Background: an optimization exercise with open tools, aiming at small area. Do not read the settings as production practice. The RTL was checked by simulation tests, not by an equivalence proof against the original design. No activity file was given, so power comes from the tool's default toggle rates.

==> design.v <==
module dkb_xcvr (
    input  wire        clk,
    input  wire        rst,           
    input  wire        start,
    input  wire [2:0]  op,
    output wire        busy,
    input  wire        host_we,
    input  wire [6:0]  host_addr,
    input  wire [15:0] host_wdata,
    output wire [15:0] host_rdata,
    output wire        ie,
    input  wire        line_i,
    output wire        drv_oe,
    output wire        drv_o
);
    localparam [2:0] OP_DELAY     = 3'd0;
    localparam [2:0] OP_TX        = 3'd1;
    localparam [2:0] OP_RX        = 3'd2;
    localparam [2:0] OP_XFER      = 3'd3;
    localparam [2:0] OP_IDENTIFY  = 3'd4;
    localparam [2:0] OP_ORIGINATE = 3'd5;
    localparam [2:0] OP_POLL      = 3'd6;
    localparam [2:0] OP_RESPOND   = 3'd7;
    localparam [3:0] S_IDLE     = 4'd0;
    localparam [3:0] S_DLYS     = 4'd1;
    localparam [3:0] S_LOAD     = 4'd2;
    localparam [3:0] S_CFG      = 4'd3;
    localparam [3:0] S_MASK     = 4'd4;
    localparam [3:0] S_TX       = 4'd5;
    localparam [3:0] S_RX       = 4'd6;
    localparam [3:0] S_CLASSIFY = 4'd7;
    localparam [3:0] S_TURN     = 4'd8;
    localparam [3:0] S_RESTORE  = 4'd9;
    localparam [1:0] RX_WAIT_LOW  = 2'd0;
    localparam [1:0] RX_WAIT_HIGH = 2'd1;
    localparam [1:0] RX_MEASURE   = 2'd2;
    reg [3:0]  seq;
    reg [2:0]  opr;
    reg [1:0]  rxs;
    reg [20:0] cnt;
    reg [3:0]  txidx;        
    reg [7:0]  sh;           
    reg        ie_r;         
    reg [7:0]  arg_n;
    reg [7:0]  arg_max;
    reg        arg_rumble;
    reg [15:0] arg_delay;
    reg [3:0]  res_count;    
    reg        res_ok;
    reg [2:0]  res_code;     
    reg [7:0]  txbuf      [0:2];
    reg [7:0]  rxbuf      [0:9];
    reg [7:0]  status_rec [0:2];
    reg [7:0]  origin_rec [0:9];
    reg [7:0]  report_rec [0:7];
    wire idle    = (seq == S_IDLE);
    wire respond = (opr == OP_RESPOND);
    assign busy = !idle;
    wire session = opr[2] || (opr[1] && opr[0]);
    wire masked  = session && (seq == S_TX || seq == S_RX || seq == S_CLASSIFY ||
                               seq == S_TURN || seq == S_RESTORE);
    assign ie = ie_r && !masked;
    wire z_hi  = (cnt[20:6] == 15'd0);
    wire z6    = (cnt[5:0] == 6'd0);
    wire zero  = z_hi && z6;
    wire one   = z_hi && (cnt[5:1] == 5'd0) && cnt[0];
    reg [2:0] tx_sp;
    always @(*) begin
        if (!respond)         tx_sp = (seq == S_RX) ? 3'd2 : 3'd1;
        else if (res_code == 3'd1) tx_sp = 3'd3;
        else if (res_code == 3'd2) tx_sp = 3'd4;
        else                  tx_sp = 3'd5;
    end
    wire [2:0] r_sp  = idle ? host_addr[6:4] : tx_sp;
    wire [3:0] r_idx = idle ? host_addr[3:0] : txidx;
    wire [5:0]  sp;
    wire [15:0] d16;
    genvar gj;
    generate
        for (gj = 0; gj < 6; gj = gj + 1) begin : g_sp
            assign sp[gj] = (r_sp == gj);
        end
        for (gj = 0; gj < 16; gj = gj + 1) begin : g_d16
            assign d16[gj] = (r_idx == gj);
        end
    endgenerate
    wire [2:0] sel_tx = {3{sp[1]}} & d16[2:0];
    wire [2:0] sel_st = {3{sp[3]}} & d16[2:0];
    wire [9:0] sel_rx = {10{sp[2]}} & d16[9:0];
    wire [9:0] sel_or = {10{sp[4]}} & d16[9:0];
    wire [7:0] sel_rp = {8{sp[5]}} & d16[7:0];
    wire [8:0] sel_rg = {9{sp[0]}} & d16[8:0];
    wire [7:0] rbyte;
    wire rd_n0_0;
    dkb_aoi222 u_rd0_0 (sel_tx[0], txbuf[0][0], sel_tx[1], txbuf[1][0], sel_tx[2], txbuf[2][0], rd_n0_0);
    wire rd_n0_1;
    dkb_aoi222 u_rd0_1 (sel_rx[0], rxbuf[0][0], sel_rx[1], rxbuf[1][0], sel_rx[2], rxbuf[2][0], rd_n0_1);
    wire rd_n0_2;
    dkb_aoi222 u_rd0_2 (sel_rx[3], rxbuf[3][0], sel_rx[4], rxbuf[4][0], sel_rx[5], rxbuf[5][0], rd_n0_2);
    wire rd_n0_3;
    dkb_aoi222 u_rd0_3 (sel_rx[6], rxbuf[6][0], sel_rx[7], rxbuf[7][0], sel_rx[8], rxbuf[8][0], rd_n0_3);
    wire rd_n0_4;
    dkb_aoi222 u_rd0_4 (sel_rx[9], rxbuf[9][0], sel_st[0], status_rec[0][0], sel_st[1], status_rec[1][0], rd_n0_4);
    wire rd_n0_5;
    dkb_aoi222 u_rd0_5 (sel_st[2], status_rec[2][0], sel_or[0], origin_rec[0][0], sel_or[1], origin_rec[1][0], rd_n0_5);
    wire rd_n0_6;
    dkb_aoi222 u_rd0_6 (sel_or[2], origin_rec[2][0], sel_or[3], origin_rec[3][0], sel_or[4], origin_rec[4][0], rd_n0_6);
    wire rd_n0_7;
    dkb_aoi222 u_rd0_7 (sel_or[5], origin_rec[5][0], sel_or[6], origin_rec[6][0], sel_or[7], origin_rec[7][0], rd_n0_7);
    wire rd_n0_8;
    dkb_aoi222 u_rd0_8 (sel_or[8], origin_rec[8][0], sel_or[9], origin_rec[9][0], sel_rp[0], report_rec[0][0], rd_n0_8);
    wire rd_n0_9;
    dkb_aoi222 u_rd0_9 (sel_rp[1], report_rec[1][0], sel_rp[2], report_rec[2][0], sel_rp[3], report_rec[3][0], rd_n0_9);
    wire rd_n0_10;
    dkb_aoi222 u_rd0_10 (sel_rp[4], report_rec[4][0], sel_rp[5], report_rec[5][0], sel_rp[6], report_rec[6][0], rd_n0_10);
    wire rd_n0_11;
    dkb_aoi222 u_rd0_11 (sel_rp[7], report_rec[7][0], sel_rg[1], arg_n[0], sel_rg[2], arg_max[0], rd_n0_11);
    wire rd_n0_12;
    dkb_aoi222 u_rd0_12 (sel_rg[3], arg_rumble, sel_rg[4], arg_delay[0], sel_rg[5], res_count[0], rd_n0_12);
    wire rd_n0_13;
    dkb_aoi222 u_rd0_13 (sel_rg[6], res_ok, sel_rg[7], res_code[0], sel_rg[8], ie_r, rd_n0_13);
    assign rbyte[0] = !(rd_n0_0 & rd_n0_1 & rd_n0_2 & rd_n0_3 & rd_n0_4 & rd_n0_5 & rd_n0_6 & rd_n0_7 & rd_n0_8 & rd_n0_9 & rd_n0_10 & rd_n0_11 & rd_n0_12 & rd_n0_13);
    wire rd_n1_0;
    dkb_aoi222 u_rd1_0 (sel_tx[0], txbuf[0][1], sel_tx[1], txbuf[1][1], sel_tx[2], txbuf[2][1], rd_n1_0);
    wire rd_n1_1;
    dkb_aoi222 u_rd1_1 (sel_rx[0], rxbuf[0][1], sel_rx[1], rxbuf[1][1], sel_rx[2], rxbuf[2][1], rd_n1_1);
    wire rd_n1_2;
    dkb_aoi222 u_rd1_2 (sel_rx[3], rxbuf[3][1], sel_rx[4], rxbuf[4][1], sel_rx[5], rxbuf[5][1], rd_n1_2);
    wire rd_n1_3;
    dkb_aoi222 u_rd1_3 (sel_rx[6], rxbuf[6][1], sel_rx[7], rxbuf[7][1], sel_rx[8], rxbuf[8][1], rd_n1_3);
    wire rd_n1_4;
    dkb_aoi222 u_rd1_4 (sel_rx[9], rxbuf[9][1], sel_st[0], status_rec[0][1], sel_st[1], status_rec[1][1], rd_n1_4);
    wire rd_n1_5;
    dkb_aoi222 u_rd1_5 (sel_st[2], status_rec[2][1], sel_or[0], origin_rec[0][1], sel_or[1], origin_rec[1][1], rd_n1_5);
    wire rd_n1_6;
    dkb_aoi222 u_rd1_6 (sel_or[2], origin_rec[2][1], sel_or[3], origin_rec[3][1], sel_or[4], origin_rec[4][1], rd_n1_6);
    wire rd_n1_7;
    dkb_aoi222 u_rd1_7 (sel_or[5], origin_rec[5][1], sel_or[6], origin_rec[6][1], sel_or[7], origin_rec[7][1], rd_n1_7);
    wire rd_n1_8;
    dkb_aoi222 u_rd1_8 (sel_or[8], origin_rec[8][1], sel_or[9], origin_rec[9][1], sel_rp[0], report_rec[0][1], rd_n1_8);
    wire rd_n1_9;
    dkb_aoi222 u_rd1_9 (sel_rp[1], report_rec[1][1], sel_rp[2], report_rec[2][1], sel_rp[3], report_rec[3][1], rd_n1_9);
    wire rd_n1_10;
    dkb_aoi222 u_rd1_10 (sel_rp[4], report_rec[4][1], sel_rp[5], report_rec[5][1], sel_rp[6], report_rec[6][1], rd_n1_10);
    wire rd_n1_11;
    dkb_aoi222 u_rd1_11 (sel_rp[7], report_rec[7][1], sel_rg[1], arg_n[1], sel_rg[2], arg_max[1], rd_n1_11);
    wire rd_n1_12;
    dkb_aoi222 u_rd1_12 (sel_rg[4], arg_delay[1], sel_rg[5], res_count[1], sel_rg[7], res_code[1], rd_n1_12);
    assign rbyte[1] = !(rd_n1_0 & rd_n1_1 & rd_n1_2 & rd_n1_3 & rd_n1_4 & rd_n1_5 & rd_n1_6 & rd_n1_7 & rd_n1_8 & rd_n1_9 & rd_n1_10 & rd_n1_11 & rd_n1_12);
    wire rd_n2_0;
    dkb_aoi222 u_rd2_0 (sel_tx[0], txbuf[0][2], sel_tx[1], txbuf[1][2], sel_tx[2], txbuf[2][2], rd_n2_0);
    wire rd_n2_1;
    dkb_aoi222 u_rd2_1 (sel_rx[0], rxbuf[0][2], sel_rx[1], rxbuf[1][2], sel_rx[2], rxbuf[2][2], rd_n2_1);
    wire rd_n2_2;
    dkb_aoi222 u_rd2_2 (sel_rx[3], rxbuf[3][2], sel_rx[4], rxbuf[4][2], sel_rx[5], rxbuf[5][2], rd_n2_2);
    wire rd_n2_3;
    dkb_aoi222 u_rd2_3 (sel_rx[6], rxbuf[6][2], sel_rx[7], rxbuf[7][2], sel_rx[8], rxbuf[8][2], rd_n2_3);
    wire rd_n2_4;
    dkb_aoi222 u_rd2_4 (sel_rx[9], rxbuf[9][2], sel_st[0], status_rec[0][2], sel_st[1], status_rec[1][2], rd_n2_4);
    wire rd_n2_5;
    dkb_aoi222 u_rd2_5 (sel_st[2], status_rec[2][2], sel_or[0], origin_rec[0][2], sel_or[1], origin_rec[1][2], rd_n2_5);
    wire rd_n2_6;
    dkb_aoi222 u_rd2_6 (sel_or[2], origin_rec[2][2], sel_or[3], origin_rec[3][2], sel_or[4], origin_rec[4][2], rd_n2_6);
    wire rd_n2_7;
    dkb_aoi222 u_rd2_7 (sel_or[5], origin_rec[5][2], sel_or[6], origin_rec[6][2], sel_or[7], origin_rec[7][2], rd_n2_7);
    wire rd_n2_8;
    dkb_aoi222 u_rd2_8 (sel_or[8], origin_rec[8][2], sel_or[9], origin_rec[9][2], sel_rp[0], report_rec[0][2], rd_n2_8);
    wire rd_n2_9;
    dkb_aoi222 u_rd2_9 (sel_rp[1], report_rec[1][2], sel_rp[2], report_rec[2][2], sel_rp[3], report_rec[3][2], rd_n2_9);
    wire rd_n2_10;
    dkb_aoi222 u_rd2_10 (sel_rp[4], report_rec[4][2], sel_rp[5], report_rec[5][2], sel_rp[6], report_rec[6][2], rd_n2_10);
    wire rd_n2_11;
    dkb_aoi222 u_rd2_11 (sel_rp[7], report_rec[7][2], sel_rg[1], arg_n[2], sel_rg[2], arg_max[2], rd_n2_11);
    wire rd_n2_12;
    dkb_aoi222 u_rd2_12 (sel_rg[4], arg_delay[2], sel_rg[5], res_count[2], sel_rg[7], res_code[2], rd_n2_12);
    assign rbyte[2] = !(rd_n2_0 & rd_n2_1 & rd_n2_2 & rd_n2_3 & rd_n2_4 & rd_n2_5 & rd_n2_6 & rd_n2_7 & rd_n2_8 & rd_n2_9 & rd_n2_10 & rd_n2_11 & rd_n2_12);
    wire rd_n3_0;
    dkb_aoi222 u_rd3_0 (sel_tx[0], txbuf[0][3], sel_tx[1], txbuf[1][3], sel_tx[2], txbuf[2][3], rd_n3_0);
    wire rd_n3_1;
    dkb_aoi222 u_rd3_1 (sel_rx[0], rxbuf[0][3], sel_rx[1], rxbuf[1][3], sel_rx[2], rxbuf[2][3], rd_n3_1);
    wire rd_n3_2;
    dkb_aoi222 u_rd3_2 (sel_rx[3], rxbuf[3][3], sel_rx[4], rxbuf[4][3], sel_rx[5], rxbuf[5][3], rd_n3_2);
    wire rd_n3_3;
    dkb_aoi222 u_rd3_3 (sel_rx[6], rxbuf[6][3], sel_rx[7], rxbuf[7][3], sel_rx[8], rxbuf[8][3], rd_n3_3);
    wire rd_n3_4;
    dkb_aoi222 u_rd3_4 (sel_rx[9], rxbuf[9][3], sel_st[0], status_rec[0][3], sel_st[1], status_rec[1][3], rd_n3_4);
    wire rd_n3_5;
    dkb_aoi222 u_rd3_5 (sel_st[2], status_rec[2][3], sel_or[0], origin_rec[0][3], sel_or[1], origin_rec[1][3], rd_n3_5);
    wire rd_n3_6;
    dkb_aoi222 u_rd3_6 (sel_or[2], origin_rec[2][3], sel_or[3], origin_rec[3][3], sel_or[4], origin_rec[4][3], rd_n3_6);
    wire rd_n3_7;
    dkb_aoi222 u_rd3_7 (sel_or[5], origin_rec[5][3], sel_or[6], origin_rec[6][3], sel_or[7], origin_rec[7][3], rd_n3_7);
    wire rd_n3_8;
    dkb_aoi222 u_rd3_8 (sel_or[8], origin_rec[8][3], sel_or[9], origin_rec[9][3], sel_rp[0], report_rec[0][3], rd_n3_8);
    wire rd_n3_9;
    dkb_aoi222 u_rd3_9 (sel_rp[1], report_rec[1][3], sel_rp[2], report_rec[2][3], sel_rp[3], report_rec[3][3], rd_n3_9);
    wire rd_n3_10;
    dkb_aoi222 u_rd3_10 (sel_rp[4], report_rec[4][3], sel_rp[5], report_rec[5][3], sel_rp[6], report_rec[6][3], rd_n3_10);
    wire rd_n3_11;
    dkb_aoi222 u_rd3_11 (sel_rp[7], report_rec[7][3], sel_rg[1], arg_n[3], sel_rg[2], arg_max[3], rd_n3_11);
    wire rd_n3_12 = !((sel_rg[4] & arg_delay[3]) | (sel_rg[5] & res_count[3]));
    assign rbyte[3] = !(rd_n3_0 & rd_n3_1 & rd_n3_2 & rd_n3_3 & rd_n3_4 & rd_n3_5 & rd_n3_6 & rd_n3_7 & rd_n3_8 & rd_n3_9 & rd_n3_10 & rd_n3_11 & rd_n3_12);
    wire rd_n4_0;
    dkb_aoi222 u_rd4_0 (sel_tx[0], txbuf[0][4], sel_tx[1], txbuf[1][4], sel_tx[2], txbuf[2][4], rd_n4_0);
    wire rd_n4_1;
    dkb_aoi222 u_rd4_1 (sel_rx[0], rxbuf[0][4], sel_rx[1], rxbuf[1][4], sel_rx[2], rxbuf[2][4], rd_n4_1);
    wire rd_n4_2;
    dkb_aoi222 u_rd4_2 (sel_rx[3], rxbuf[3][4], sel_rx[4], rxbuf[4][4], sel_rx[5], rxbuf[5][4], rd_n4_2);
    wire rd_n4_3;
    dkb_aoi222 u_rd4_3 (sel_rx[6], rxbuf[6][4], sel_rx[7], rxbuf[7][4], sel_rx[8], rxbuf[8][4], rd_n4_3);
    wire rd_n4_4;
    dkb_aoi222 u_rd4_4 (sel_rx[9], rxbuf[9][4], sel_st[0], status_rec[0][4], sel_st[1], status_rec[1][4], rd_n4_4);
    wire rd_n4_5;
    dkb_aoi222 u_rd4_5 (sel_st[2], status_rec[2][4], sel_or[0], origin_rec[0][4], sel_or[1], origin_rec[1][4], rd_n4_5);
    wire rd_n4_6;
    dkb_aoi222 u_rd4_6 (sel_or[2], origin_rec[2][4], sel_or[3], origin_rec[3][4], sel_or[4], origin_rec[4][4], rd_n4_6);
    wire rd_n4_7;
    dkb_aoi222 u_rd4_7 (sel_or[5], origin_rec[5][4], sel_or[6], origin_rec[6][4], sel_or[7], origin_rec[7][4], rd_n4_7);
    wire rd_n4_8;
    dkb_aoi222 u_rd4_8 (sel_or[8], origin_rec[8][4], sel_or[9], origin_rec[9][4], sel_rp[0], report_rec[0][4], rd_n4_8);
    wire rd_n4_9;
    dkb_aoi222 u_rd4_9 (sel_rp[1], report_rec[1][4], sel_rp[2], report_rec[2][4], sel_rp[3], report_rec[3][4], rd_n4_9);
    wire rd_n4_10;
    dkb_aoi222 u_rd4_10 (sel_rp[4], report_rec[4][4], sel_rp[5], report_rec[5][4], sel_rp[6], report_rec[6][4], rd_n4_10);
    wire rd_n4_11;
    dkb_aoi222 u_rd4_11 (sel_rp[7], report_rec[7][4], sel_rg[1], arg_n[4], sel_rg[2], arg_max[4], rd_n4_11);
    wire rd_n4_12 = !((sel_rg[4] & arg_delay[4]));
    assign rbyte[4] = !(rd_n4_0 & rd_n4_1 & rd_n4_2 & rd_n4_3 & rd_n4_4 & rd_n4_5 & rd_n4_6 & rd_n4_7 & rd_n4_8 & rd_n4_9 & rd_n4_10 & rd_n4_11 & rd_n4_12);
    wire rd_n5_0;
    dkb_aoi222 u_rd5_0 (sel_tx[0], txbuf[0][5], sel_tx[1], txbuf[1][5], sel_tx[2], txbuf[2][5], rd_n5_0);
    wire rd_n5_1;
    dkb_aoi222 u_rd5_1 (sel_rx[0], rxbuf[0][5], sel_rx[1], rxbuf[1][5], sel_rx[2], rxbuf[2][5], rd_n5_1);
    wire rd_n5_2;
    dkb_aoi222 u_rd5_2 (sel_rx[3], rxbuf[3][5], sel_rx[4], rxbuf[4][5], sel_rx[5], rxbuf[5][5], rd_n5_2);
    wire rd_n5_3;
    dkb_aoi222 u_rd5_3 (sel_rx[6], rxbuf[6][5], sel_rx[7], rxbuf[7][5], sel_rx[8], rxbuf[8][5], rd_n5_3);
    wire rd_n5_4;
    dkb_aoi222 u_rd5_4 (sel_rx[9], rxbuf[9][5], sel_st[0], status_rec[0][5], sel_st[1], status_rec[1][5], rd_n5_4);
    wire rd_n5_5;
    dkb_aoi222 u_rd5_5 (sel_st[2], status_rec[2][5], sel_or[0], origin_rec[0][5], sel_or[1], origin_rec[1][5], rd_n5_5);
    wire rd_n5_6;
    dkb_aoi222 u_rd5_6 (sel_or[2], origin_rec[2][5], sel_or[3], origin_rec[3][5], sel_or[4], origin_rec[4][5], rd_n5_6);
    wire rd_n5_7;
    dkb_aoi222 u_rd5_7 (sel_or[5], origin_rec[5][5], sel_or[6], origin_rec[6][5], sel_or[7], origin_rec[7][5], rd_n5_7);
    wire rd_n5_8;
    dkb_aoi222 u_rd5_8 (sel_or[8], origin_rec[8][5], sel_or[9], origin_rec[9][5], sel_rp[0], report_rec[0][5], rd_n5_8);
    wire rd_n5_9;
    dkb_aoi222 u_rd5_9 (sel_rp[1], report_rec[1][5], sel_rp[2], report_rec[2][5], sel_rp[3], report_rec[3][5], rd_n5_9);
    wire rd_n5_10;
    dkb_aoi222 u_rd5_10 (sel_rp[4], report_rec[4][5], sel_rp[5], report_rec[5][5], sel_rp[6], report_rec[6][5], rd_n5_10);
    wire rd_n5_11;
    dkb_aoi222 u_rd5_11 (sel_rp[7], report_rec[7][5], sel_rg[1], arg_n[5], sel_rg[2], arg_max[5], rd_n5_11);
    wire rd_n5_12 = !((sel_rg[4] & arg_delay[5]));
    assign rbyte[5] = !(rd_n5_0 & rd_n5_1 & rd_n5_2 & rd_n5_3 & rd_n5_4 & rd_n5_5 & rd_n5_6 & rd_n5_7 & rd_n5_8 & rd_n5_9 & rd_n5_10 & rd_n5_11 & rd_n5_12);
    wire rd_n6_0;
    dkb_aoi222 u_rd6_0 (sel_tx[0], txbuf[0][6], sel_tx[1], txbuf[1][6], sel_tx[2], txbuf[2][6], rd_n6_0);
    wire rd_n6_1;
    dkb_aoi222 u_rd6_1 (sel_rx[0], rxbuf[0][6], sel_rx[1], rxbuf[1][6], sel_rx[2], rxbuf[2][6], rd_n6_1);
    wire rd_n6_2;
    dkb_aoi222 u_rd6_2 (sel_rx[3], rxbuf[3][6], sel_rx[4], rxbuf[4][6], sel_rx[5], rxbuf[5][6], rd_n6_2);
    wire rd_n6_3;
    dkb_aoi222 u_rd6_3 (sel_rx[6], rxbuf[6][6], sel_rx[7], rxbuf[7][6], sel_rx[8], rxbuf[8][6], rd_n6_3);
    wire rd_n6_4;
    dkb_aoi222 u_rd6_4 (sel_rx[9], rxbuf[9][6], sel_st[0], status_rec[0][6], sel_st[1], status_rec[1][6], rd_n6_4);
    wire rd_n6_5;
    dkb_aoi222 u_rd6_5 (sel_st[2], status_rec[2][6], sel_or[0], origin_rec[0][6], sel_or[1], origin_rec[1][6], rd_n6_5);
    wire rd_n6_6;
    dkb_aoi222 u_rd6_6 (sel_or[2], origin_rec[2][6], sel_or[3], origin_rec[3][6], sel_or[4], origin_rec[4][6], rd_n6_6);
    wire rd_n6_7;
    dkb_aoi222 u_rd6_7 (sel_or[5], origin_rec[5][6], sel_or[6], origin_rec[6][6], sel_or[7], origin_rec[7][6], rd_n6_7);
    wire rd_n6_8;
    dkb_aoi222 u_rd6_8 (sel_or[8], origin_rec[8][6], sel_or[9], origin_rec[9][6], sel_rp[0], report_rec[0][6], rd_n6_8);
    wire rd_n6_9;
    dkb_aoi222 u_rd6_9 (sel_rp[1], report_rec[1][6], sel_rp[2], report_rec[2][6], sel_rp[3], report_rec[3][6], rd_n6_9);
    wire rd_n6_10;
    dkb_aoi222 u_rd6_10 (sel_rp[4], report_rec[4][6], sel_rp[5], report_rec[5][6], sel_rp[6], report_rec[6][6], rd_n6_10);
    wire rd_n6_11;
    dkb_aoi222 u_rd6_11 (sel_rp[7], report_rec[7][6], sel_rg[1], arg_n[6], sel_rg[2], arg_max[6], rd_n6_11);
    wire rd_n6_12 = !((sel_rg[4] & arg_delay[6]));
    assign rbyte[6] = !(rd_n6_0 & rd_n6_1 & rd_n6_2 & rd_n6_3 & rd_n6_4 & rd_n6_5 & rd_n6_6 & rd_n6_7 & rd_n6_8 & rd_n6_9 & rd_n6_10 & rd_n6_11 & rd_n6_12);
    wire rd_n7_0;
    dkb_aoi222 u_rd7_0 (sel_tx[0], txbuf[0][7], sel_tx[1], txbuf[1][7], sel_tx[2], txbuf[2][7], rd_n7_0);
    wire rd_n7_1;
    dkb_aoi222 u_rd7_1 (sel_rx[0], rxbuf[0][7], sel_rx[1], rxbuf[1][7], sel_rx[2], rxbuf[2][7], rd_n7_1);
    wire rd_n7_2;
    dkb_aoi222 u_rd7_2 (sel_rx[3], rxbuf[3][7], sel_rx[4], rxbuf[4][7], sel_rx[5], rxbuf[5][7], rd_n7_2);
    wire rd_n7_3;
    dkb_aoi222 u_rd7_3 (sel_rx[6], rxbuf[6][7], sel_rx[7], rxbuf[7][7], sel_rx[8], rxbuf[8][7], rd_n7_3);
    wire rd_n7_4;
    dkb_aoi222 u_rd7_4 (sel_rx[9], rxbuf[9][7], sel_st[0], status_rec[0][7], sel_st[1], status_rec[1][7], rd_n7_4);
    wire rd_n7_5;
    dkb_aoi222 u_rd7_5 (sel_st[2], status_rec[2][7], sel_or[0], origin_rec[0][7], sel_or[1], origin_rec[1][7], rd_n7_5);
    wire rd_n7_6;
    dkb_aoi222 u_rd7_6 (sel_or[2], origin_rec[2][7], sel_or[3], origin_rec[3][7], sel_or[4], origin_rec[4][7], rd_n7_6);
    wire rd_n7_7;
    dkb_aoi222 u_rd7_7 (sel_or[5], origin_rec[5][7], sel_or[6], origin_rec[6][7], sel_or[7], origin_rec[7][7], rd_n7_7);
    wire rd_n7_8;
    dkb_aoi222 u_rd7_8 (sel_or[8], origin_rec[8][7], sel_or[9], origin_rec[9][7], sel_rp[0], report_rec[0][7], rd_n7_8);
    wire rd_n7_9;
    dkb_aoi222 u_rd7_9 (sel_rp[1], report_rec[1][7], sel_rp[2], report_rec[2][7], sel_rp[3], report_rec[3][7], rd_n7_9);
    wire rd_n7_10;
    dkb_aoi222 u_rd7_10 (sel_rp[4], report_rec[4][7], sel_rp[5], report_rec[5][7], sel_rp[6], report_rec[6][7], rd_n7_10);
    wire rd_n7_11;
    dkb_aoi222 u_rd7_11 (sel_rp[7], report_rec[7][7], sel_rg[1], arg_n[7], sel_rg[2], arg_max[7], rd_n7_11);
    wire rd_n7_12 = !((sel_rg[4] & arg_delay[7]));
    assign rbyte[7] = !(rd_n7_0 & rd_n7_1 & rd_n7_2 & rd_n7_3 & rd_n7_4 & rd_n7_5 & rd_n7_6 & rd_n7_7 & rd_n7_8 & rd_n7_9 & rd_n7_10 & rd_n7_11 & rd_n7_12);
    assign host_rdata = {{8{sel_rg[4]}} & arg_delay[15:8], rbyte};
    reg [3:0] txlen;
    always @(*) begin
        case (opr)
            OP_TX, OP_XFER: txlen = {2'd0, arg_n[1:0]};
            OP_POLL:        txlen = 4'd3;
            OP_RESPOND:     txlen = (res_code == 3'd1) ? 4'd3 : (res_code == 3'd2) ? 4'd10 : 4'd8;
            default:        txlen = 4'd1;
        endcase
    end
    wire tx_stop = (txidx == txlen);
    wire tx_bit  = tx_stop || rbyte[cnt[8:6]];
    wire tx_low  = tx_bit ? (cnt[5:4] == 2'b11) : (cnt[5:4] != 2'b00);
    assign drv_oe = (seq == S_CFG) || (seq == S_MASK && !respond) || (seq == S_TX);
    assign drv_o  = !(seq == S_TX && tx_low);
    reg [3:0] maxlen;
    always @(*) begin
        case (opr)
            OP_IDENTIFY,
            OP_RESPOND:   maxlen = 4'd3;
            OP_ORIGINATE: maxlen = 4'd10;
            OP_POLL:      maxlen = 4'd8;
            default:      maxlen = arg_max[3:0];
        endcase
    end
    wire [7:0] rx_v     = {sh[6:0], line_i};
    wire [3:0] txidx_inc = txidx + 4'd1;
    wire rx_full   = (txidx_inc == maxlen);
    wire rx_sample = (seq == S_RX) && (rxs == RX_MEASURE) && zero;
    wire rx_store  = rx_sample && sh[7];
    wire rx_wait   = (seq == S_RX) && (rxs != RX_MEASURE);
    wire rx_hit    = line_i == (rxs == RX_WAIT_HIGH);
    wire rx_exit   = (rx_wait && !rx_hit && zero) || (rx_store && rx_full);
    reg [2:0] cls_code;
    always @(*) begin
        if (txidx == 4'd1)      cls_code = (res_code == 3'd1 || res_code == 3'd2) ? res_code : 3'd0;
        else if (txidx == 4'd3) cls_code = res_code;
        else                    cls_code = 3'd0;
    end
    wire n_ok = (arg_n   >= 8'd1) && (arg_n   <= 8'd3);
    wire m_ok = (arg_max >= 8'd1) && (arg_max <= 8'd10);
    reg  start_ok;
    always @(*) begin
        case (op)
            OP_TX:   start_ok = n_ok;
            OP_RX:   start_ok = m_ok;
            OP_XFER: start_ok = n_ok && m_ok;
            default: start_ok = 1'b1;
        endcase
    end
    wire go = idle && start && start_ok;
    wire enter_tx = (go && op == OP_TX) ||
                    (seq == S_MASK && !respond) ||
                    (seq == S_TURN && zero);
    wire tx_end   = (seq == S_TX) && z6 && tx_stop;
    wire enter_rx = (go && op == OP_RX) ||
                    (seq == S_MASK && respond) ||
                    (tx_end && opr != OP_TX && !respond);
    wire hw = idle && host_we;
    wire [3:0] h_idx = host_addr[3:0];
    reg [7:0] wd;
    always @(*) begin
        if (idle)                wd = host_wdata[7:0];
        else if (seq == S_RX)    wd = rx_v;
        else if (seq == S_LOAD)  wd = {1'b0, opr != OP_IDENTIFY, 5'd0, opr == OP_ORIGINATE};
        else if (seq == S_CFG)   wd = 8'h03;
        else                     wd = {7'd0, arg_rumble};
    end
    wire poll = (opr == OP_POLL);
    wire rx_store_buf = rx_store && !respond;
    wire op_wr = (seq == S_LOAD) || ((seq == S_CFG || seq == S_MASK) && poll);
    integer i;
    always @(posedge clk) begin
        for (i = 0; i < 3; i = i + 1) begin
            if ((hw || op_wr) && sel_tx[i])
                txbuf[i] <= wd;
            if (hw && sel_st[i])
                status_rec[i] <= wd;
        end
        for (i = 0; i < 10; i = i + 1) begin
            if ((hw || rx_store_buf) && sel_rx[i])
                rxbuf[i] <= wd;
            if (hw && sel_or[i])
                origin_rec[i] <= wd;
        end
        for (i = 0; i < 8; i = i + 1) begin
            if (hw && sel_rp[i])
                report_rec[i] <= wd;
        end
    end
    always @(posedge clk) begin
        cnt <= cnt - 21'd1;
        if (go && op == OP_DELAY)
            cnt <= {5'd0, arg_delay};
        if (enter_tx)
            cnt <= 21'd0;
        if (enter_rx)
            cnt <= {21{1'b1}};
        if (rx_wait && rx_hit)
            cnt <= (rxs == RX_WAIT_HIGH) ? 21'd127 : 21'd31;
        if (rx_sample && !rx_exit)
            cnt <= 21'd127;
        if (seq == S_CLASSIFY)
            cnt <= 21'd127;
        if (go)
            opr <= op;
        if (enter_tx)
            txidx <= 4'hf;
        else if (enter_rx || go)
            txidx <= 4'd0;
        else if ((seq == S_TX && z6 && cnt[8:6] == 3'd0 && !tx_stop) ||
                 rx_store || seq == S_LOAD || seq == S_CFG)
            txidx <= txidx_inc;
        if (enter_rx) begin
            rxs <= RX_WAIT_LOW;
            sh  <= 8'd1;
        end else if (rx_wait && rx_hit) begin
            rxs <= (rxs == RX_WAIT_HIGH) ? RX_WAIT_LOW : RX_MEASURE;
        end else if (rx_sample) begin
            rxs <= RX_WAIT_HIGH;
            sh  <= sh[7] ? 8'd1 : rx_v;
        end
    end
    always @(posedge clk) begin
        if (rst) begin
            if (masked) ie_r <= 1'b0;
        end else if (hw && sel_rg[8]) begin
            ie_r <= host_wdata[0];
        end
    end
    always @(posedge clk) begin
        if (rst) begin
            seq        <= S_IDLE;
            arg_n      <= 8'd0;
            arg_max    <= 8'd0;
            arg_rumble <= 1'b0;
            arg_delay  <= 16'd0;
            res_count  <= 4'd0;
            res_ok     <= 1'b0;
            res_code   <= 3'd0;
        end else begin
            if (hw) begin
                if (sel_rg[1]) arg_n      <= host_wdata[7:0];
                if (sel_rg[2]) arg_max    <= host_wdata[7:0];
                if (sel_rg[3]) arg_rumble <= host_wdata[0];
                if (sel_rg[4]) arg_delay  <= host_wdata;
            end
            if (enter_rx && !(seq == S_MASK && respond))
                res_count <= 4'd0;
            else if (rx_store_buf)
                res_count <= txidx_inc;
            if (rx_store && respond) begin
                case (txidx[1:0])
                    2'd0:    res_code <= (rx_v == 8'h00) ? 3'd1 :
                                         (rx_v == 8'h41) ? 3'd2 :
                                         (rx_v == 8'h40) ? 3'd3 : 3'd0;
                    2'd1:    res_code <= (res_code == 3'd3 && rx_v == 8'h03) ? 3'd3 : 3'd0;
                    default: res_code <= (res_code == 3'd3) ? 3'd3 + {1'b0, rx_v[1:0]} : 3'd0;
                endcase
            end
            case (seq)
                S_IDLE: begin
                    if (go) begin
                        case (op)
                            OP_DELAY:   if (arg_delay != 16'd0) seq <= S_DLYS;
                            OP_TX:      seq <= S_TX;
                            OP_RX:      seq <= S_RX;
                            OP_XFER:    seq <= S_CFG;
                            OP_RESPOND: seq <= S_MASK;
                            default:    seq <= S_LOAD;
                        endcase
                    end
                end
                S_DLYS:  if (one) seq <= S_IDLE;
                S_LOAD:  seq <= S_CFG;
                S_CFG:   seq <= S_MASK;
                S_MASK: begin
                    seq  <= respond ? S_RX : S_TX;
                end
                S_TX: begin
                    if (tx_end) begin
                        if (opr == OP_TX) seq <= S_IDLE;
                        else if (respond) seq <= S_RESTORE;
                        else              seq <= S_RX;
                    end
                end
                S_RX: begin
                    if (rx_exit) begin
                        if (opr == OP_RX) seq <= S_IDLE;
                        else if (respond) seq <= S_CLASSIFY;
                        else              seq <= S_RESTORE;
                    end
                end
                S_CLASSIFY: begin
                    res_code <= cls_code;
                    seq      <= (cls_code == 3'd0) ? S_RESTORE : S_TURN;
                end
                S_TURN:     if (zero) seq <= S_TX;
                S_RESTORE: begin
                    seq  <= S_IDLE;
                    if (!respond && opr != OP_XFER)
                        res_ok <= (res_count == maxlen);
                end
                default: seq <= S_IDLE;
            endcase
        end
    end
endmodule
module dkb_aoi222 (
    input  wire a1, input wire a2,
    input  wire b1, input wire b2,
    input  wire c1, input wire c2,
    output wire y
);
    assign y = !((a1 && a2) || (b1 && b2) || (c1 && c2));
endmodule
==> flow/run.sh <==
#!/bin/bash
# Standard ORFS layout with three changes that only shrink buffering:
#  - port buffers use the smallest buffer cell (buffer_ports -buffer_cell)
#  - timing-driven global placement does not keep its trial buffers
#    (repair_design after placement still fixes every slew/cap violation)
#  - clock tree synthesis adds no dummy loads
# The synthesis is the standard one, run unchanged first.
set -euo pipefail
bash standard.sh synth > synth.log 2>&1
export BUFFER_PORTS_ARGS="-buffer_cell sky130_fd_sc_hd__buf_1"
export GPL_KEEP_OVERFLOW=0
export CTS_ARGS="-sink_clustering_enable -repair_clock_nets -dont_use_dummy_load -buf_list sky130_fd_sc_hd__clkbuf_8 -sink_clustering_size 16 -sink_clustering_max_diameter 100"
bash standard.sh finish > layout.log 2>&1
==> standard.sh <==
#!/bin/bash
# synth_recipe.tcl (not shown) runs the flow's synth.tcl, then flattens the netlist and writes it again
# the make line also repeats each setting of config.mk as NAME=value (left out here)
make -C /OpenROAD-flow-scripts/flow DESIGN_CONFIG=/design/flow/config.mk WORK_HOME=/design/flow/orfs CLKGATE_MAP_FILE= SYNTH_SCRIPT=/design/flow/synth_recipe.tcl "${@:-finish}"
==> config.mk <==
export PLATFORM = sky130hd
export DESIGN_NAME = dkb_xcvr
export DESIGN_NICKNAME = dkb_xcvr
export VERILOG_FILES = /design/flow/design.v
export SDC_FILE = /design/flow/constraint.sdc
export NUM_CORES = 4
export LEC_CHECK = 0
export CAP_MARGIN = 20
export CORE_MARGIN = 2
export CORE_UTILIZATION = 40
export CTS_BUF_LIST = sky130_fd_sc_hd__clkbuf_8
export CTS_CLUSTER_DIAMETER = 100
export CTS_CLUSTER_SIZE = 16
export SLEW_MARGIN = 20
export SYNTH_HIERARCHICAL = 1
==> constraint.sdc <==
create_clock -name core_clock -period 8.0 [get_ports {clk}]
set_input_delay 1.6000 -clock core_clock [delete_from_list [all_inputs] [get_ports {clk}]]
set_output_delay 1.6000 -clock core_clock [all_outputs]
set_load 0.01 [all_outputs]
==> run summary, run 1 <==
DRT iter0 DRCs: 1,500
drt wl/cell: 25.0 um
post-synthesis compound-gate area fraction: 0.147
Flop pwr share: 0.505
status: no timing/DRC/antenna violations
cell area after layout: 0.0164 mm^2
pin count of the biggest net entering global routing: 38
largest family of logic cells by synthesized area: compound AO/OA/AOI/OAI gates
Async SR Flop Fraction: 0
port bufs: 50
commonest non-fill, non-tap cells in the layout: 276 x edfxtp_1, 144 x nor2_1, 112 x nand2_1, 100 x a222oi_1, 80 x dfxtp_1
drt drc: 0
reg-to-reg endpoint: rxbuf[4][4]$_DFFE_PP_
total core area: 0.0375 mm^2
CTS buffer count: 26
EDFF count, synth: 276
P&R area growth vs syn: 8.14%
Die Y-Extent: 199 um
yosys warns: 17
most common cell after layout, fill and taps aside: edfxtp_1
die width: 199 um
Critical Path End: drv_o
final hold vios: 0
root buf cell: clkbuf_8
PD cells: 302 mW/mm^2
RSZ-0062 raised after global routing: no
Post-CTS Hold Fix Bufs: 0
Post-DP HPWL: 31,000 um
row cnt: 71
Fmax achieved: 0.130 GHz
Slew headroom: 0.316
GPL Wtd Cong: 0.895
Net count, final: 1,284
Crit. Startpoint: seq[1]$_SDFFE_PP0P_
worst reg2reg path depth: 7
# setup viols final: 0
critical-path cell list: nor4_4 > buf_6 > inv_1 > nand2_1 > o31ai_1 > nand2_1 > nor2_1 > a222oi_1 > nand4_1 > or4_1 > mux2i_1 > a211oi_1 > o21a_1 > o31a_1 > buf_1
Top FF cell, synth: edfxtp_1
DR vias: 10,900
CP arrival: 6.11 ns
Worst VDD drop: 0.140 mV
most area-consuming cells after synthesis: edfxtp_1 55%, dfxtp_1 11%, a222oi_1 6.6%, nor2_1 3.6%, nand2_1 2.8%
critical path's top delay family: simple AND/OR/NAND/NOR gates
Gate power share: 0.326
Hold Crit Class: flop to flop
CP Capture Type: primary output
DP Area: 0.0160 mm^2
most frequent CP cell: nand2_1
register area share after synthesis: 0.653
total track usage: 0.221
CP Launch Type: flop
Yosys top cell by area: edfxtp_1
minimum clock period after layout: 7.71 ns
WP buf/inv: 3
Overflow after GRT: 0
switch share: 0.368
CP max FO: 25
Final Skew: 0.0482 ns
instance count of the mapped netlist: 1,201
vias in the first global route: 10,100
Setup WS pre-CTS: 1.02 ns
CTS max path bufs: 3
Synth Area in XOR/XNOR: 0.0173
Slew Viols, Final: 0
Total Power: 4.95 mW
slowest stage delay, CP: 0.88 ns
worst-margin pin slew: 1.01 ns
DRT Pass-1 Iters: 8
Internal: 3.13 mW
Clk Latency, worst-skew pair: 0.60 ns
I/O pin total: 51
setup_tns: 0 ns
Synth Register Bits: 356
R2R Setup Slk: 3.43 ns
wire length of the first global-routing pass: 65,000 um
Finished Core Util: 0.437
cell count along the critical path: 15
die area: 0.0394 mm^2
Synth Area in Simple Gates: 0.142
sw power: 1.82 mW
final wirelength: 43,900 um
vias per inst: 6.19
worst r2r src: opr[2]$_DFFE_PN_
Initial Util: 0.404
max cap viols: 0
post-CTS setup buffers: 0
CP max stage cell: nor4_4
clock power share: 0.169
CTS clk-pin slew, worst paths: 0.10 ns
syn nets: 1,240
Post-Synth Adder-Cell Area: 0.00661
Final WS setup: 0.286 ns
syn avg cell area: 12.6 um^2
Worst EP required: 6.40 ns
ratio of cells with drive above 1 in the final layout: 0.0619
CTS tree: yes
CP Class: flop to primary output
Leak: 5.13 nW
mux contribution to synthesized area: 0.0146
Routed Antenna Nets: 0
htree depth: 1
initial antenna violation count: 1
clock sink count: 356
Syn Std Cell Area: 0.0151 mm^2
count of cells resized by post-cts repair: 0
Final Cycle Share: 0.964
Yosys cell types: 80
top-area cell type share of the netlist area: 0.547
==> worst reg2reg max path, stage by stage (launching register included) <==
cell and delay, ns:
edfxtp_1 0.83, nand3_1 0.54, or4b_2 0.75, and3_1 0.23, a21oi_1 0.19, nand2_1 0.38, a21o_1 0.47, nor2_1 0.80
==> state kept, by name, indices dropped and copies added, names as in the netlist, 2 cells and up <==
register,flops
arg_max,8
arg_n,8
status_rec,24
res_code,3
res_count,4
cnt,21
txbuf,24
rxs,2
txidx,4
sh,8
origin_rec,80
rxbuf,80
report_rec,64
opr,3
seq,4
arg_delay,16
==> cell usage after synthesis (13+ instances only) <==
| cell | count |
|---|---|
| nand2_1 | 112 |
| a222oi_1 | 100 |
| edfxtp_1 | 276 |
| clkbuf_1 | 30 |
| o211ai_1 | 13 |
| nor2b_1 | 13 |
| xor2_1 | 14 |
| mux2i_1 | 21 |
| nand4_1 | 28 |
| nor2_1 | 145 |
| nand3_1 | 29 |
| a21oi_1 | 64 |
| xnor2_1 | 16 |
| nor3_1 | 22 |
| o21ai_0 | 28 |
| dfxtp_1 | 80 |
| inv_1 | 16 |
| nand3b_1 | 16 |
==> power by group through the flow <==
stage | sequential [mW] | clock (mW) | combinational, mW
2_1_floorplan | 2.45 | 0 | 0.964
3_3_place_gp | 2.56 | 0 | 1.44
3_5_place_dp | 2.53 | 0 | 1.60
4_1_cts | 2.49 | 0.857 | 1.61
5_1_grt | 2.51 | 0.919 | 1.74
6_report | 2.50 | 0.837 | 1.62
==> worst min-delay path by stage <==
stage | from | to | slack [ns] | cells past startpoint
after floorplan | sh[6]$_SDFFE_PP0P_ | sh[6]$_SDFFE_PP0P_ | 0.45 | 2
after CTS | sh[6]$_SDFFE_PP0P_ | sh[6]$_SDFFE_PP0P_ | 0.51 | 2
after detailed placement | sh[6]$_SDFFE_PP0P_ | sh[6]$_SDFFE_PP0P_ | 0.49 | 2
after global routing | sh[2]$_SDFFE_PP0P_ | sh[2]$_SDFFE_PP0P_ | 0.54 | 2
final | sh[6]$_SDFFE_PP0P_ | sh[6]$_SDFFE_PP0P_ | 0.51 | 2
after global placement | sh[1]$_SDFFE_PP0P_ | sh[1]$_SDFFE_PP0P_ | 0.48 | 2
==> stage by stage <==
step,std cells,hold slack (ns)
floorplan,1201,0.452
global placement,1714,0.480
detailed placement,1727,0.489
CTS,1753,0.508
global route,1755,0.541
finish,1755,0.505
==> area by class of cell <==
class | instances | area, um^2
multi-input cells | 781 | 5020
clock buffers | 26 | 358
fillers | 3474 | 21100
inverters | 16 | 60.1
well taps | 511 | 639
diodes | 1 | 2.50
flip-flops and latches | 356 | 9890
repair buffers | 64 | 414
==> cell families after synthesis <==
kind of cell | after synthesis
AO/OA/AOI/OAI | 282
XOR/XNOR | 30
adder cells (fa/ha/maj) | 8
buffers and inverters | 64
flip-flops | 356
multiplexers | 22
AND/OR/NAND/NOR | 439
==> Yosys stat by module (local to each module, per instance) <==
module | area [um^2] | flip-flops and latches | times used
dkb_aoi222 | 10.0 | 0 | 100
dkb_xcvr | 14100 | 356 | 1
==> layer usage <==
layer | track usage | vias to the layer above | wire, um
met1 | 0.300 | 5383 | 18000
met2 | 0.363 | 557 | 20700
met4 | 0.0661 | 0 | 1350
met5 | 0 | - | 0
met3 | 0.0385 | 71 | 3820
li1 | - | 4851 | -
==> inputs of run 2 (changes only) <==
--- a/config.mk
+++ b/config.mk
@@ -5,11 +5,11 @@
 export SDC_FILE = /design/flow/constraint.sdc
 export NUM_CORES = 4
 export LEC_CHECK = 0
-export CAP_MARGIN = 20
+export CAP_MARGIN = 0
 export CORE_MARGIN = 2
 export CORE_UTILIZATION = 40
 export CTS_BUF_LIST = sky130_fd_sc_hd__clkbuf_8
 export CTS_CLUSTER_DIAMETER = 100
 export CTS_CLUSTER_SIZE = 16
-export SLEW_MARGIN = 20
+export SLEW_MARGIN = 0
 export SYNTH_HIERARCHICAL = 1
==> run summary, run 2 <==
status: no timing/DRC/antenna violations
Reg area: 0.00989 mm^2 (unchanged)
vias per inst: 6.16 (-0.39%)
Yosys top cell by area: edfxtp_1
yosys warns: 17 (unchanged)
drt wl/cell: 25.0 um (about the same)
commonest non-fill, non-tap cells in the layout: 276 x edfxtp_1, 144 x nor2_1, 112 x nand2_1, 100 x a222oi_1, 80 x dfxtp_1
worst-margin pin slew: 1.26 ns (+0.246 ns)
Final WS setup: 0.252 ns (-0.0336 ns)
Die Y-Extent: 199 um (unchanged)
CTS clk-pin slew, worst paths: 0.11 ns (about the same)
Net count, final: 1,276 (-0.62%)
Slew Viols, Final: 0 (unchanged)
syn avg cell area: 12.6 um^2 (unchanged)
GPL Wtd Cong: 0.895 (unchanged)
origin of the worst min-delay path: sh[2]$_SDFFE_PP0P_
Total Power: 4.89 mW (-1.4%)
diodes inserted: 0 (-1)
max cap viols: 0 (unchanged)
cell with the most instances after synthesis: edfxtp_1
DRT iter0 DRCs: 1,371 (-8.6%)
Slew headroom: 0.153 (-0.163)
Top FF cell, synth: edfxtp_1
CTS tree: yes
RSZ-0062 raised after global routing: no
Overflow after GRT: 0 (unchanged)
area occupied by multi-input gates: 0.00501 mm^2 (-0.12%)
die width: 199 um (unchanged)
PD cells: 301 mW/mm^2 (-0.50%)
critical-path cell list: nor4_4 > inv_1 > nand2_1 > o31ai_1 > nand2_1 > nor2_1 > a222oi_1 > nand4_1 > or4_1 > mux2i_1 > a211oi_1 > o21a_1 > o31a_1 > buf_1
port bufs: 50 (unchanged)
CP max stage cell: nor4_4
Post-DP HPWL: 30,500 um (-1.7%)
Initial Util: 0.404 (unchanged)
most area-consuming cells after synthesis: edfxtp_1 55%, dfxtp_1 11%, a222oi_1 6.6%, nor2_1 3.6%, nand2_1 2.8%
CP Class: flop to primary output
final hold slack: 0.509 ns (+0.00377 ns)
total track usage: 0.222 (+0.00125)
minimum clock period after layout: 7.75 ns (+0.0336 ns)
# setup viols final: 0 (unchanged)
final wirelength: 43,700 um (-0.60%)
CTS max path bufs: 3 (unchanged)
I/O pin total: 51 (unchanged)
most common cell after layout, fill and taps aside: edfxtp_1
synth cell count leaders: 276 x edfxtp_1, 145 x nor2_1, 112 x nand2_1
Final Cycle Share: 0.968 (+0.00420)
Post-CTS Hold Fix Bufs: 0 (unchanged)
Yosys cell types: 80 (unchanged)
pin count of the biggest net entering global routing: 38 (unchanged)
Syn Std Cell Area: 0.0151 mm^2 (unchanged)
slowest stage delay, CP: 0.81 ns (-0.07 ns)
Finished Core Util: 0.433 (-0.00374)
Worst EP required: 6.40 ns (about the same)
Hold Crit Class: flop to flop
count of cells resized by post-cts repair: 0 (unchanged)
top-area cell type share of the netlist area: 0.547 (unchanged)
Synth Register Bits: 356 (unchanged)
Async SR Flop Fraction: 0 (unchanged)
Final Skew: 0.0588 ns (+0.0107 ns)
most frequent CP cell: nand2_1
die area: 0.0394 mm^2 (unchanged)
CP Launch Type: flop
Worst VDD drop: 0.147 mV (+5.1%)
P&R area growth vs syn: 7.22%
clock sink count: 356 (unchanged)
CP max FO: 20 (-20%)
total core area: 0.0375 mm^2 (unchanged)
initial antenna violation count: 0 (-1)
drt drc: 0 (unchanged)
DRT Pass-1 Iters: 6 (-2)
CTS buffer count: 26 (unchanged)
DR vias: 10,800 (-0.90%)
worst r2r src: opr[2]$_DFFE_PN_
CP arrival: 6.15 ns (+0.04 ns)
CP Capture Type: primary output
register area share after synthesis: 0.653 (unchanged)
Leak: 5.07 nW (-1.3%)
vias in the first global route: 10,200 (+0.39%)
final hold vios: 0 (unchanged)
Routed Antenna Nets: 0 (unchanged)
R2R Setup Slk: 3.43 ns (about the same)
instance count of the mapped netlist: 1,201 (unchanged)
root buf cell: clkbuf_8
Clk Latency, worst-skew pair: 0.61 ns (about the same)
FILL cells: 3,493 (+0.55%)
wire length of the first global-routing pass: 65,400 um (+0.65%)
Fmax achieved: 0.129 GHz (-0.43%)
htree depth: 1 (unchanged)
syn nets: 1,240 (unchanged)
EDFF count, synth: 276 (unchanged)
Regs by FF count: origin_rec: 80 flops, rxbuf: 80 flops, report_rec: 64 flops
row cnt: 71 (unchanged)
ratio of cells with drive above 1 in the final layout: 0.0551 (-0.00689)
Crit. Startpoint: seq[2]$_SDFFE_PP0P_
Setup WS pre-CTS: 0.919 ns (-0.101 ns)
==> run 2: cell counts after synthesis <==
No cell type changed its count.
==> run 2: power breakdown <==
group | leakage (nW) | total [mW] | switching [mW] | internal (mW)
combinational | 1.73 | 1.55 | 1.10 | 0.451
sequential | 3.15 | 2.50 | 0.163 | 2.34
clock | 0.187 | 0.839 | 0.548 | 0.291
==> run 2: cell type report <==
cell class                 instances  share of cell area
inverter                          16             0.00370
multi-input combinational        781               0.309
tap                              511              0.0394
sequential                       356               0.609
timing repair buffer              56              0.0174
clock buffer                      26              0.0220
==> run 2: timing repair <==
action,CTS,global route
endpoints found under the setup margin,0,1
hold endpoints to repair,0,0
setup buffers,0,0
==> run 2: per-module statistics from Yosys, one instance, submodules excluded <==
module | copies in the design | flip-flops and latches | cells inside | cell area [um^2]
dkb_xcvr | 1 | 356 | 1101 | 14100
dkb_aoi222 | 100 | 0 | 1 | 10.0
==> run 2: final timing paths <==
kind,endpoint,depth (start not counted)
max,drv_o,14
min,sh[2]$_SDFFE_PP0P_,2
max reg2reg,rxbuf[4][4]$_DFFE_PP_,7
min reg2reg,sh[2]$_SDFFE_PP0P_,2
==> run 2: stage by stage <==
step / cells / setup TNS [ns] / area, um^2
floorplan: 1201 / 0 / 15100
global placement: 1714 / -4.76 / 15700
detailed placement: 1719 / 0 / 15900
CTS: 1745 / 0 / 16200
global route: 1746 / 0 / 16200
finish: 1746 / 0 / 16200
==> run 2: kinds of logic after synthesis <==
family / synth area share
compound gates: 0.147
xor+xnor: 0.0173
mux: 0.0146
fa+ha+maj: 0.00661
buf+inv: 0.0195
flops: 0.653
simple gates: 0.142
==> run 2: routing by layer <==
metal  track usage  up-vias  wire length (um)
li1              -     4834                 -
met1         0.304     5274             17600
met2         0.364      585             20600
met3        0.0409       71              4120
met4        0.0611        0              1280
met5             0        -                 0
==> run 2: worst max-delay path: cells and delay by family, from the launching register on <==
| family | cells | cell delay (ns) |
|---|---|---|
| AND/OR/NAND/NOR | 6 | 2.77 |
| flip-flops | 1 | 0.58 |
| buffers and inverters | 2 | 0.68 |
| AO/OA/AOI/OAI | 5 | 1.36 |
| multiplexers | 1 | 0.16 |
==> inputs of run 3 (changes only) <==
--- a/config.mk
+++ b/config.mk
@@ -5,11 +5,11 @@
 export SDC_FILE = /design/flow/constraint.sdc
 export NUM_CORES = 4
 export LEC_CHECK = 0
-export CAP_MARGIN = 0
+export CAP_MARGIN = 5
 export CORE_MARGIN = 2
 export CORE_UTILIZATION = 40
 export CTS_BUF_LIST = sky130_fd_sc_hd__clkbuf_8
 export CTS_CLUSTER_DIAMETER = 100
 export CTS_CLUSTER_SIZE = 16
-export SLEW_MARGIN = 0
+export SLEW_MARGIN = 5
 export SYNTH_HIERARCHICAL = 1
==> run summary, run 3 <==
CP Capture Type: primary output
die area: 0.0394 mm^2 (unchanged)
minimum clock period after layout: 7.73 ns (-0.0156 ns)
EDFF count, synth: 276 (unchanged)
synth cell count leaders: 276 x edfxtp_1, 145 x nor2_1, 112 x nand2_1
row cnt: 71 (unchanged)
Synth Register Bits: 356 (unchanged)
top-area cell type share of the netlist area: 0.547 (unchanged)
htree depth: 1 (unchanged)
Overflow after GRT: 0 (unchanged)
area occupied by multi-input gates: 0.00501 mm^2 (unchanged)
Yosys top cell by area: edfxtp_1
Regs by FF count: origin_rec: 80 flops, rxbuf: 80 flops, report_rec: 64 flops
commonest non-fill, non-tap cells in the layout: 276 x edfxtp_1, 144 x nor2_1, 112 x nand2_1, 100 x a222oi_1, 80 x dfxtp_1
origin of the worst min-delay path: sh[2]$_SDFFE_PP0P_
Syn Std Cell Area: 0.0151 mm^2 (unchanged)
Slew Viols, Final: 0 (unchanged)
M1 WL: 17,900 um (+1.6%)
post-CTS setup buffers: 0 (unchanged)
status: no timing/DRC/antenna violations
vias in the first global route: 10,200 (+0.33%)
I/O pin total: 51 (unchanged)
wire length of the first global-routing pass: 65,200 um (-0.24%)
worst-margin pin slew: 1.22 ns (-0.0347 ns)
setup_tns: 0 ns (unchanged)
most common cell after layout, fill and taps aside: edfxtp_1
clock power share: 0.172 (about the same)
pin count of the biggest net entering global routing: 38 (unchanged)
cell with the most instances after synthesis: edfxtp_1
Max Used Layer: met4
Final Skew: 0.0612 ns (+0.00239 ns)
root buf cell: clkbuf_8
most area-consuming cells after synthesis: edfxtp_1 55%, dfxtp_1 11%, a222oi_1 6.6%, nor2_1 3.6%, nand2_1 2.8%
drt drc: 0 (unchanged)
CP Class: flop to primary output
Gate power share: 0.317 (about the same)
# setup viols final: 0 (unchanged)
instance count of the mapped netlist: 1,201 (unchanged)
Worst VDD drop: 0.141 mV (-4.0%)
Post-Layout Cell Count: 1,746 (unchanged)
routed wl met2: 20,000 um (-3.0%)
CP Launch Type: flop
sw power: 1.82 mW (+0.52%)
drt wl/cell: 25.0 um (-0.12%)
Hold Path End: sh[2]$_SDFFE_PP0P_
PD cells: 302 mW/mm^2 (+0.24%)
met3 WL: 3980 um (-3.4%)
Async SR Flop Fraction: 0 (unchanged)
port bufs: 50 (unchanged)
Initial Util: 0.404 (unchanged)
Net count, final: 1,276 (unchanged)
syn avg cell area: 12.6 um^2 (unchanged)
DRT Pass-1 Iters: 7 (+1)
die width: 199 um (unchanged)
Flop pwr share: 0.511 (about the same)
CTS clk-pin slew, worst paths: 0.12 ns (about the same)
GPL Wtd Cong: 0.895 (unchanged)
Routed Antenna Nets: 0 (unchanged)
Reg area: 0.00989 mm^2 (unchanged)
CTS tree: yes
clock sink count: 356 (unchanged)
P&R area growth vs syn: 7.27% (about the same)
final wirelength: 43,600 um (-0.12%)
total track usage: 0.222 (-0.000580)
yosys warns: 17 (unchanged)
initial antenna violation count: 0 (unchanged)
Slew headroom: 0.177 (+0.0233)
FILL cells: 3,503 (+0.29%)
syn nets: 1,240 (unchanged)
Clk Latency, worst-skew pair: 0.62 ns (about the same)
CP arrival: 6.13 ns (-0.02 ns)
count of cells resized by post-cts repair: 0 (unchanged)
CTS max path bufs: 3 (unchanged)
Leak: 5.07 nW (about the same)
CP max FO: 20 (unchanged)
Hold Crit Class: flop to flop
DR vias: 10,800 (+0.13%)
Top FF cell, synth: edfxtp_1
Internal: 3.08 mW (+0.14%)
placed cells: 1,720 (+0.058%)
Worst EP required: 6.40 ns (about the same)
vias per inst: 6.17 (+0.13%)
Post-DP HPWL: 30,600 um (+0.41%)
max cap viols: 0 (unchanged)
final hold vios: 0 (unchanged)
RSZ-0062 raised after global routing: no
total core area: 0.0375 mm^2 (unchanged)
Yosys cell types: 80 (unchanged)
Fmax achieved: 0.129 GHz (+0.20%)
Post-CTS Hold Fix Bufs: 0 (unchanged)
ratio of cells with drive above 1 in the final layout: 0.0551 (unchanged)
worst r2r src: opr[2]$_DFFE_PN_
R2R Setup Slk: 3.46 ns (+0.03 ns)
switch share: 0.371 (+0.000887)
CTS buffer count: 26 (unchanged)
register area share after synthesis: 0.653 (unchanged)
Final Cycle Share: 0.967 (-0.00195)
worst reg2reg path depth: 7 (unchanged)
hold path depth: 2 (unchanged)
Die Y-Extent: 199 um (unchanged)
diodes inserted: 0 (unchanged)
DRT iter0 DRCs: 1,607 (+17%)
reg-to-reg endpoint: rxbuf[4][2]$_DFFE_PP_
run 3: layer usage:
metal	vias up	global-route usage
met2	551	0.354
li1	4832	-
met3	98	0.0388
met4	0	0.0768
met5	-	0
met1	5297	0.305
run 3: how the worst max path moves through the flow:
stage | startpoint | end | slack [ns] | cells after the start
after floorplan | host_addr[6] | drv_o | 2.36 | 13
final | seq[2]$_SDFFE_PP0P_ | drv_o | 0.27 | 14
after detailed placement | seq[1]$_SDFFE_PP0P_ | drv_o | 0.92 | 14
after CTS | seq[1]$_SDFFE_PP0P_ | drv_o | 0.31 | 14
after global placement | seq[1]$_SDFFE_PP0P_ | drv_o | -1.22 | 12
after global routing | seq[2]$_SDFFE_PP0P_ | drv_o | 0.06 | 13
run 3: logic make-up after synthesis:
logic type,Yosys count,synth area share
and+or+nand+nor,439,0.142
DFF,356,0.653
AOI/OAI and AO/OA,282,0.147
buffers and inverters,64,0.0195
xor gates and xnor gates,30,0.0173
muxes,22,0.0146
adders and majority gates,8,0.00661
run 3: area by class of cell:
type,count,area share
Clock buffer,26,0.0220
Inverter,16,0.00370
Multi-Input combinational cell,781,0.308
Sequential cell,356,0.609
Tap cell,511,0.0394
Timing Repair Buffer,56,0.0179
run 3: modules after synthesis (local to each module, per instance):
module      flops+latches  copies in the design  cell area, um^2
dkb_xcvr              356                     1            14100
dkb_aoi222              0                   100             10.0
run 3: through the flow:
| stage | worst slack, ns | power [mW] | hold slack (ns) | utilization | area (um^2) |
|---|---|---|---|---|---|
| final | 0.268 | 4.90 | 0.511 | 0.433 | 16200 |
| after global placement | -1.22 | 4.00 | 0.480 | 0.420 | 15700 |
| after global routing | 0.0587 | 5.12 | 0.529 | 0.433 | 16200 |
| after CTS | 0.309 | 4.90 | 0.507 | 0.433 | 16200 |
| after detailed placement | 0.917 | 4.08 | 0.483 | 0.424 | 15900 |
| after floorplan | 2.36 | 3.41 | 0.452 | - | 15100 |
run 3: power groups by stage:
stage          clock [mW]  combinational (mW)  sequential (mW)
3_3_place_gp            0                1.44             2.56
3_5_place_dp            0                1.54             2.53
4_1_cts             0.860                1.55             2.49
5_1_grt             0.928                1.68             2.52
2_1_floorplan           0               0.964             2.45
6_report            0.843                1.55             2.50
run 3: critical path, cell delays in order, from the launching register on:
cell and delay [ns]:
dfxtp_1 0.58, nor4_4 0.79, inv_1 0.50, nand2_1 0.23, o31ai_1 0.19, nand2_1 0.58
nor2_1 0.34, a222oi_1 0.61, nand4_1 0.25, or4_1 0.58, mux2i_1 0.16, a211oi_1 0.10
o21a_1 0.13, o31a_1 0.35, buf_1 0.16
==> inputs of run 4 (changes only) <==
--- a/flow/run.sh
+++ b/flow/run.sh
@@ -9,5 +9,5 @@
 bash standard.sh synth > synth.log 2>&1
 export BUFFER_PORTS_ARGS="-buffer_cell sky130_fd_sc_hd__buf_1"
 export GPL_KEEP_OVERFLOW=0
-export CTS_ARGS="-sink_clustering_enable -repair_clock_nets -dont_use_dummy_load -buf_list sky130_fd_sc_hd__clkbuf_8 -sink_clustering_size 16 -sink_clustering_max_diameter 100"
+export CTS_ARGS="-sink_clustering_enable -repair_clock_nets -dont_use_dummy_load -buf_list sky130_fd_sc_hd__clkbuf_8 -sink_clustering_size 16 -sink_clustering_max_diameter 70"
 bash standard.sh finish > layout.log 2>&1
==> config.mk (replaced) <==
export PLATFORM = sky130hd
export DESIGN_NAME = dkb_xcvr
export DESIGN_NICKNAME = dkb_xcvr
export VERILOG_FILES = /design/flow/design.v
export SDC_FILE = /design/flow/constraint.sdc
export NUM_CORES = 4
export LEC_CHECK = 0
export CAP_MARGIN = 0
export CORE_MARGIN = 2
export CORE_UTILIZATION = 40
export CTS_BUF_LIST = sky130_fd_sc_hd__clkbuf_8
export CTS_CLUSTER_DIAMETER = 70
export CTS_CLUSTER_SIZE = 16
export SLEW_MARGIN = 0
export SYNTH_HIERARCHICAL = 1
==> run summary, run 4 <==
status: no timing/DRC/antenna violations
Worst EP required: 6.40 ns (about the same)
Yosys cell types: 80 (unchanged)
DRT Pass-1 Iters: 6 (-1)
vias in the first global route: 10,200 (+0.21%)
Worst VDD drop: 0.127 mV (-10%)
CP Capture Type: primary output
worst-margin pin slew: 1.18 ns (-0.0458 ns)
origin of the worst min-delay path: sh[2]$_SDFFE_PP0P_
hold path depth: 2 (unchanged)
Fmax achieved: 0.129 GHz (-0.28%)
Final Skew: 0.122 ns (+0.0607 ns)
root buf cell: clkbuf_8
R2R Setup Slk: 3.50 ns (+0.04 ns)
max cap viols: 0 (unchanged)
drt wl/cell: 25.1 um (+0.48%)
reg-to-reg endpoint: arg_delay[15]$_SDFFE_PP0P_
DRT iter0 DRCs: 1,483 (-7.7%)
CTS clk-pin slew, worst paths: 0.10 ns (-0.02 ns)
Clk Latency, worst-skew pair: 0.66 ns (+0.04 ns)
clock sink count: 356 (unchanged)
register area share after synthesis: 0.653 (unchanged)
worst r2r src: seq[2]$_SDFFE_PP0P_
total core area: 0.0375 mm^2 (unchanged)
instance count of the mapped netlist: 1,201 (unchanged)
port bufs: 50 (unchanged)
Syn Std Cell Area: 0.0151 mm^2 (unchanged)
Hold Path End: sh[2]$_SDFFE_PP0P_
most area-consuming cells after synthesis: edfxtp_1 55%, dfxtp_1 11%, a222oi_1 6.6%, nor2_1 3.6%, nand2_1 2.8%
critical-path cell list: nor4_4 > inv_1 > nand2_1 > o31ai_1 > nand2_1 > nor2_1 > a222oi_1 > nand4_1 > or4_1 > mux2i_1 > a211oi_1 > o21a_1 > o31a_1 > buf_1
Die Y-Extent: 199 um (unchanged)
critical path's top delay family: simple AND/OR/NAND/NOR gates
CTS tree: yes
CP arrival: 6.15 ns (+0.02 ns)
Routed Antenna Nets: 0 (unchanged)
Final Cycle Share: 0.969 (+0.00273)
final hold vios: 0 (unchanged)
synth cell count leaders: 276 x edfxtp_1, 145 x nor2_1, 112 x nand2_1
Top FF cell, synth: edfxtp_1
syn avg cell area: 12.6 um^2 (unchanged)
most frequent CP cell: nand2_1
Hold Crit Class: flop to flop
most common cell after layout, fill and taps aside: edfxtp_1
count of cells resized by post-cts repair: 0 (unchanged)
Regs by FF count: origin_rec: 80 flops, rxbuf: 80 flops, report_rec: 64 flops
CTS max path bufs: 3 (unchanged)
I/O pin total: 51 (unchanged)
Post-DP HPWL: 30,500 um (-0.40%)
Async SR Flop Fraction: 0 (unchanged)
final wirelength: 43,900 um (+0.66%)
RSZ-0062 raised after global routing: no
slowest stage delay, CP: 0.79 ns (about the same)
CP max FO: 20 (unchanged)
vias per inst: 6.16 (-0.15%)
total track usage: 0.223 (+0.00179)
die area: 0.0394 mm^2 (unchanged)
worst reg2reg path depth: 7 (unchanged)
row cnt: 71 (unchanged)
P&R area growth vs syn: 7.57%
Total Power: 4.93 mW (+0.67%)
diodes inserted: 0 (unchanged)
Slew Viols, Final: 0 (unchanged)
GPL Wtd Cong: 0.895 (unchanged)
CP Class: flop to primary output
initial antenna violation count: 0 (unchanged)
DR vias: 10,800 (+0.019%)
CTS buffer count: 28 (+7.7%)
Net count, final: 1,279 (+0.24%)
yosys warns: 17 (unchanged)
ratio of cells with drive above 1 in the final layout: 0.0565 (+0.00148)
Initial Util: 0.404 (unchanged)
Synth Register Bits: 356 (unchanged)
Leak: 5.09 nW (+0.46%)
die width: 199 um (unchanged)
minimum clock period after layout: 7.75 ns (+0.0218 ns)
htree depth: 1 (unchanged)
commonest non-fill, non-tap cells in the layout: 276 x edfxtp_1, 144 x nor2_1, 112 x nand2_1, 100 x a222oi_1, 80 x dfxtp_1
PD cells: 303 mW/mm^2 (+0.38%)
top-area cell type share of the netlist area: 0.547 (unchanged)
CP max stage cell: nor4_4
cell with the most instances after synthesis: edfxtp_1
# setup viols final: 0 (unchanged)
Overflow after GRT: 0 (unchanged)
syn nets: 1,240 (unchanged)
Slew headroom: 0.207 (+0.0308)
Yosys top cell by area: edfxtp_1
pin count of the biggest net entering global routing: 38 (unchanged)
EDFF count, synth: 276 (unchanged)
WP buf/inv: 2 (unchanged)
Setup WS pre-CTS: 0.919 ns (+0.00157 ns)
CP Launch Type: flop
wire length of the first global-routing pass: 65,500 um (+0.41%)
drt drc: 0 (unchanged)
Final WS setup: 0.246 ns (-0.0218 ns)
[run 4: how the worst max path moves through the flow]
stage,end,startpoint,slack [ns],depth (start not counted)
after CTS,drv_o,seq[1]$_SDFFE_PP0P_,0.32,14
final,drv_o,seq[2]$_SDFFE_PP0P_,0.25,14
after floorplan,drv_o,host_addr[6],2.36,13
after detailed placement,drv_o,seq[1]$_SDFFE_PP0P_,0.92,14
after global placement,drv_o,seq[1]$_SDFFE_PP0P_,-1.22,12
after global routing,drv_o,seq[2]$_SDFFE_PP0P_,0.07,14
[run 4: stage by stage]
stage / hold slack, ns / setup TNS, ns / utilization / instances / instance area, um^2
after CTS: 0.507 / 0 / 0.434 / 1747 / 16300
final: 0.506 / 0 / 0.435 / 1749 / 16300
after global routing: 0.525 / 0 / 0.435 / 1749 / 16300
after floorplan: 0.452 / 0 / - / 1201 / 15100
after detailed placement: 0.484 / 0 / 0.423 / 1719 / 15900
after global placement: 0.480 / -4.76 / 0.420 / 1714 / 15700
[run 4: report_power, final]
part	switching (mW)	internal, mW	total [mW]	leakage, nW
sequential	0.165	2.34	2.50	3.15
clock	0.558	0.311	0.870	0.201
combinational	1.10	0.463	1.56	1.74
total	1.82	3.11	4.93	5.09
[run 4: area by class of cell]
cell class,instances,area (um^2)
Clock buffer,28,385
Fill cell,3480,21200
Inverter,16,60.1
Multi-Input combinational cell,781,5010
Sequential cell,356,9890
Tap cell,511,639
Timing Repair Buffer,57,310
[run 4: routing by layer]
metal | global-route usage | wire (um)
met5 | 0 | 0
met4 | 0.0616 | 1300
met3 | 0.0456 | 4120
met2 | 0.365 | 20700
met1 | 0.303 | 17800
[run 4: what timing repair did]
item	in CTS	in global routing
buffers inserted	0	0
hold buffers	0	0
endpoints found under the setup margin	0	1
endpoints found under the hold margin	0	0
[run 4: cell families (layout without fill, tap and decap cells)]
| kind of cell | after synthesis | after routing | share of synthesized area |
|---|---|---|---|
| AND/OR/NAND/NOR | 439 | 439 | 0.142 |
| adder cells (fa/ha/maj) | 8 | 8 | 0.00661 |
| flip-flops | 356 | 356 | 0.653 |
| multiplexers | 22 | 22 | 0.0146 |
| AO/OA/AOI/OAI | 282 | 282 | 0.147 |
| buffers and inverters | 64 | 101 | 0.0195 |
| XOR/XNOR | 30 | 30 | 0.0173 |
[run 4: Yosys stat by module (local to each module, per instance)]
| module | cells | copies in the design | cell area, um^2 |
|---|---|---|---|
| dkb_xcvr | 1101 | 1 | 14100 |
| dkb_aoi222 | 1 | 100 | 10.0 |
[run 4: worst min-delay path, cell delays in order, from the launching register on]
cell	delay, ns
dfxtp_1	0.35
nand2_1	0.06
a21oi_1	0.05
